Source: an optimization exercise on an open RTL-to-GDS flow (aim: small area, a short achievable clock period and few clock cycles). Production flows keep margins and buffers that such runs may drop. At most, simulation tests tie the RTL to the original design; equivalence was not proved. Power is estimated from default activity; no workload was simulated.

== run M ==
Design fsq_table_engine, start of the top module:
module fsq_table_engine (
    input  wire        clk,
    input  wire        rst,
    input  wire        cmd_valid,
    output wire        cmd_ready,
    input  wire [3:0]  cmd_op,
    input  wire [7:0]  cmd_a,
    input  wire [7:0]  cmd_b,
    output wire        rsp_valid,
    output wire [3:0]  rsp_err,
    output wire [2:0]  rsp_sub,
    output wire [7:0]  rsp_arg,
    output wire [16:0] rsp_result,
    output wire        rsp_tv,
    output wire [2:0]  rsp_k,
    output wire [2:0]  rsp_b
);
Size in the first run: about 2300 cells after synthesis, roughly 520 flip-flops, ~64 I/O pins.
==> flow/config.mk <==
export PLATFORM = sky130hd
export DESIGN_NAME = fsq_table_engine
export DESIGN_NICKNAME = fsq_table_engine
export VERILOG_FILES = /design/flow/design.v
export SDC_FILE = /design/flow/constraint.sdc
export NUM_CORES = 8
export LEC_CHECK = 0
export CAP_MARGIN = 0
export CORE_MARGIN = 2
export CORE_UTILIZATION = 50
export CTS_CLUSTER_DIAMETER = 100
export CTS_CLUSTER_SIZE = 25
export PLACE_DENSITY = 0.6
export SLEW_MARGIN = 0
==> flow/constraint.sdc <==
create_clock -name core_clock -period 10.0 [get_ports {clk}]
set_input_delay 2.0000 -clock core_clock [delete_from_list [all_inputs] [get_ports {clk}]]
set_output_delay 2.0000 -clock core_clock [all_outputs]
set_load 0.01 [all_outputs]
standard.sh (not shown) runs the stock make flow with config.mk's settings and CLKGATE_MAP_FILE= SYNTH_SCRIPT=/design/flow/synth_recipe.tcl, a recipe that flattens the netlist after the stock synthesis.
==> flow/flow/run.sh <==
#!/bin/bash
set -euo pipefail
bash standard.sh synth > flow_synth.log 2>&1
bash standard.sh SETUP_SLACK_MARGIN=7.0 SKIP_GATE_CLONING=1 finish > flow_finish.log 2>&1
The final layout from run M, which completed every stage, passed the timing, DRC and antenna checks at the end of the flow.
--- input diff run M..run R ---
Settings: swapping 50 for 45 in CORE_UTILIZATION.
Results
Of the two values seen for critical path startpoint, r_res[8]$_SDFF_PP0_ was produced by run R and alen[3]$_SDFFE_PP0P_ by run M. Looking at the reports, run R completed the entire flow and the layout it produced met the timing, DRC and antenna checks. Delta (run R minus run M): post-synthesis adder-cell area fraction held steady; via total after detailed routing did not really move; achievable frequency has increased. Depth of the worst hold-timing path: lower on run M. Relative to run M, clock power has decreased by about 7% in run R. Compared with run M, run R shows a met2 global-route usage that is 3.5 points lower. Compared with run M, run R shows number of fill cells in the layout that has gone up by more than 10%.
No functional check of the RTL was part of any run of this note.

* * *

== juniper ==
fsq_table_engine again, from the RTL that the note above started with.
clock: 10.0 ns
lec_check: 0
cap_margin: 20
core_margin: 2
core_utilization: 45
cts_cluster_diameter: 100
cts_cluster_size: 25
place_density: 0.6
slew_margin: 20
==> flow/flow/run.sh <==
#!/bin/bash
set -euo pipefail
bash standard.sh synth > flow_synth.log 2>&1
bash standard.sh SETUP_SLACK_MARGIN=6.85 finish > flow_finish.log 2>&1
diff inputs: juniper => violet
# juniper
export LEC_CHECK = 0
export CAP_MARGIN = 20
export CORE_MARGIN = 2
export CORE_UTILIZATION = 45
export CTS_CLUSTER_DIAMETER = 100
export CTS_CLUSTER_SIZE = 25
export PLACE_DENSITY = 0.6
export SLEW_MARGIN = 20
create_clock -name core_clock -period 10.0 [get_ports {clk}]
# violet
export LEC_CHECK = 0
export CAP_MARGIN = 20
export CORE_MARGIN = 2
export CORE_UTILIZATION = 45
export CTS_CLUSTER_DIAMETER = 100
export CTS_CLUSTER_SIZE = 25
export PLACE_DENSITY = 0.7
export SLEW_MARGIN = 20
create_clock -name core_clock -period 10.0 [get_ports {clk}]
==> flow/flow/run.sh <==
#!/bin/bash
set -euo pipefail
bash standard.sh synth > flow_synth.log 2>&1
bash standard.sh SETUP_SLACK_MARGIN=7.0 finish > flow_finish.log 2>&1
Findings:
- Status | juniper and violet | clean
- Looking at shortest clock period the worst path allows after layout, violet sits 0.013 ns higher than juniper does.
- From juniper to violet the numbers moved as follows: core utilization saw little to no change; total leakage power saw a decrease; switching part of the total power decreased by 0.58 points relative to the old numbers; via count rose 360; setup slack shrank by 0.013 ns.
- Cells: violet has fewer instances than juniper
- Comparing number of gates given a new drive strength after cts for juniper and violet, the bigger number came from violet.
- Comparing routability congestion estimate for juniper and violet, the bigger number came from violet.
- Between violet and juniper, the worst-skew pair later-pin latency figures differ only marginally.
[inputs] harbor vs violet
# violet
export LEC_CHECK = 0
export CAP_MARGIN = 20
export CORE_MARGIN = 2
export CORE_UTILIZATION = 45
export CTS_CLUSTER_DIAMETER = 100
export CTS_CLUSTER_SIZE = 25
export PLACE_DENSITY = 0.7
export SLEW_MARGIN = 20
create_clock -name core_clock -period 10.0 [get_ports {clk}]
# harbor
export LEC_CHECK = 0
export CAP_MARGIN = 20
export CORE_MARGIN = 2
export CORE_UTILIZATION = 45
export CTS_CLUSTER_DIAMETER = 100
export CTS_CLUSTER_SIZE = 25
export PLACE_DENSITY = 0.6
export SLEW_MARGIN = 20
create_clock -name core_clock -period 10.0 [get_ports {clk}]
Summary of the comparison: clock tree skew after final layout is lower in harbor, relative to violet. harbor ended up with c_a[6] as its origin of the worst setup path; violet ended up with c_a[3]. In the flow results for harbor and violet, the sequential fraction of design power is smaller on harbor. The global-route usage of harbor exceeds that of violet by 2.0 points.
Function was not checked in any run of this note: the RTL went through the layout flow alone.

* * *

Setup of v27:
Another version of the RTL of fsq_table_engine (not shown whole).
Size in the first run: ~2,300 cells after synthesis, ~520 flip-flops, roughly 28,000 µm² of cells after synthesis.
Settings: LEC_CHECK=0, CAP_MARGIN=0, CORE_MARGIN=2, CORE_UTILIZATION=45, CTS_CLUSTER_DIAMETER=100, CTS_CLUSTER_SIZE=25, PLACE_DENSITY=0.6, SLEW_MARGIN=0; clock period 10.0 ns.
==> flow/flow/run.sh <==
#!/bin/bash
set -euo pipefail
bash standard.sh synth > flow_synth.log 2>&1
bash standard.sh SETUP_SLACK_MARGIN=7.0 SKIP_GATE_CLONING=1 finish > flow_finish.log 2>&1
Testbench counts of v27, summed over its fixed seeds: cycles 14,700.
Input-level comparison between v42 and v27:
Settings: CTS_CLUSTER_SIZE now 15, was 25; CTS_BUF_LIST now sky130_fd_sc_hd__clkbuf_8, previously not set; CORE_UTILIZATION now 50, was 45; CTS_CLUSTER_DIAMETER now 60, was 100.
### Flow results
Between v42 and v27, it is v42 whose global-route total usage across every layer is higher, by 3.3 points.
v42 ended up with a lower power consumed by combinational cells than v27 did.
Number of fill cells in the layout (v42 over v27): decrease, about 13%
On v42: number of antenna violations at the first check in global routing is 2 lower than what v27 gave.
Share of flip-flops with an asynchronous set or reset after synthesis: v42 vs v27 identical
The register-to-register slack reported for v42 is smaller than that of v27 by 0.02 ns.
~same sequential share of layout area in v42 and v27
Per the comparison of v42 with v27, weighted congestion reported at the end of routability-driven placement picked up an extra 1.3%, die area -6300 µm².
Here is what was changed in the inputs of v52 compared with v42.
Settings: a change of CORE_UTILIZATION from 50 to 48; a change of CTS_CLUSTER_SIZE from 15 to 25; a deleted CTS_BUF_LIST that had been sky130_fd_sc_hd__clkbuf_8; a change of CTS_CLUSTER_DIAMETER from 60 to 100.
==> flow/flow/run.sh <==
#!/bin/bash
set -euo pipefail
bash standard.sh synth > flow_synth.log 2>&1
bash standard.sh SETUP_SLACK_MARGIN=6.95 SKIP_GATE_CLONING=1 finish > flow_finish.log 2>&1
==> run notes <==
The total wirelength of the detailed-routed design in v52 was lower than what v42 gave. v52 vs v42: required arrival time at the worst endpoint up. v42 → v52: global-route wire length before repair saw a decrease, share of the core filled with cells in the final layout moved down, sequential portion of the cell area climbed 0.90 points. Looking at cell depth of the worst flop-to-flop path across v52 and v42, the one that comes out higher is v52. v52 vs v42: via density per instance down slightly. Looking at timing endpoint of the critical path, the r_res[1] result is from v52; the rsp_result[9] one comes from v42. v52 vs v42: arrival time of data at the critical path endpoint up.
Setup changes, v52 to v1
Settings: changing CORE_UTILIZATION from 48 to 45; changing PLACE_DENSITY from 0.6 to 0.65.
==> flow/flow/run.sh <==
#!/bin/bash
set -euo pipefail
bash standard.sh synth > flow_synth.log 2>&1
bash standard.sh SETUP_SLACK_MARGIN=7.0 SKIP_GATE_CLONING=1 finish > flow_finish.log 2>&1
==> run notes <==
v1: full flow OK, the timing, DRC and antenna checks passed
Going from v52 to v1, final wirelength picked up an extra 4.5%; area growth from synthesis to final layout increased by 4.8 points relative to the old numbers; final critical delay including setup and external delays climbed 0.16 ns; combinational power now larger.
[compare] base=v52 new=v1: number of iterations in the first detailed-routing pass moved up, total power moved up.
v1 ended up with a higher number of cells on the critical path than v52 did.
Inputs modified between v1 and v22:
Settings: CORE_UTILIZATION changed from 45 to 50; ABC_AREA newly set to 1; PLACE_DENSITY changed from 0.65 to 0.6.
==> flow/flow/run.sh <==
#!/bin/bash
set -euo pipefail
bash standard.sh synth > flow_synth.log 2>&1
bash standard.sh SETUP_SLACK_MARGIN=6.95 SKIP_GATE_CLONING=1 finish > flow_finish.log 2>&1
### Flow results
- v22 closes out successfully: all stages finished, all timing, DRC and antenna checks passed.
- Post-layout minimum cycle time: lower on v22
- Share of the cycle needed by the critical path after routing: v1 and v22 compared, lower one is v22
- Diff v1 -> v22: power in sequential cells held steady, length of routed wiring on met1 went up, combined area of all synthesized cells grew by about 4%.
- In the flow results for v1 and v22, the routed wire length is larger on v22.
- reg -> reg as the critical path class was reported by v1, and reg -> out by v22.
- Placeable core area (v22 over v1): decrease, 6.5%
- Compared to v1, v22 was floorplanned on a smaller die.
- Compared with v1, v22 shows sequential cell area fraction in the yosys report lower by 2.0 points.
- Relative to v1, share of final-layout standard cells stronger than drive strength 1 decreased by 16 points in v22.
The following lists how v24 was set up differently from v22:
Settings: PLACE_DENSITY now 0.7, was 0.6; ABC_AREA no longer set, was 1; SLEW_MARGIN now 20, was 0; CORE_UTILIZATION now 45, was 50; CAP_MARGIN now 20, was 0.
==> flow/flow/run.sh <==
#!/bin/bash
set -euo pipefail
bash standard.sh synth > flow_synth.log 2>&1
bash standard.sh SETUP_SLACK_MARGIN=7.0 finish > flow_finish.log 2>&1
Results
- The standard cells in v24 occupy less silicon area than those in v22 do.
- [compare] base=v22 new=v24: count of clock buffers in the final design now sits lower, number of buffers outside the clock class in the layout grew by 65.

re-timing with driven ports:
The results above use ideal ports. As a check the final layouts listed here were re-extracted and re-timed, cells and wires unchanged.
Step 1: set_driving_cell puts a clkbuf_16 on clk and a buf_2 on each other input, an assumption about the parent block.
Step 2 times the ports against the registers' clock, not the clock port: input delays grow and output delays shrink by t, the midpoint of the rising clock arrivals with the driver on.
a / b / c = no drivers / after step 1 / after step 2; a / b = the first two.
run	t, ns	setup WS [ns]	worst hold slack (ns)	worst data-port slew with drivers (ns)
run M	0.676	6.806 / 6.806 / 6.254	0.521 / 0.521 / 0.521	0.12
run R	0.667	6.874 / 6.813 / 6.300	0.495 / 0.495 / 0.495	0.12
juniper	0.686	6.734 / 6.734 / 6.220	0.513 / 0.513 / 0.513	0.09
violet	0.671	6.722 / 6.722 / 6.313	0.509 / 0.509 / 0.509	0.19
harbor	0.662	6.834 / 6.825 / 6.251	0.494 / 0.494 / 0.494	0.21
v27	0.666	6.872 / 6.815 / 6.350	0.481 / 0.481 / 0.481	0.11
v42	0.734	6.812 / 6.754 / 6.338	0.492 / 0.492 / 0.492	0.07
v52	0.671	6.872 / 6.820 / 6.255	0.543 / 0.543 / 0.543	0.08
v1	0.673	6.714 / 6.714 / 6.372	0.478 / 0.478 / 0.478	0.09
v22	0.700	6.905 / 6.841 / 6.422	0.519 / 0.519 / 0.519	0.04
v24	0.666	6.867 / 6.809 / 6.343	0.494 / 0.494 / 0.494	0.09
After both steps every run listed still meets setup and hold. The setup slack of v52, which loses most, moves by -0.052 ns with the drivers and by -0.617 ns with both steps.
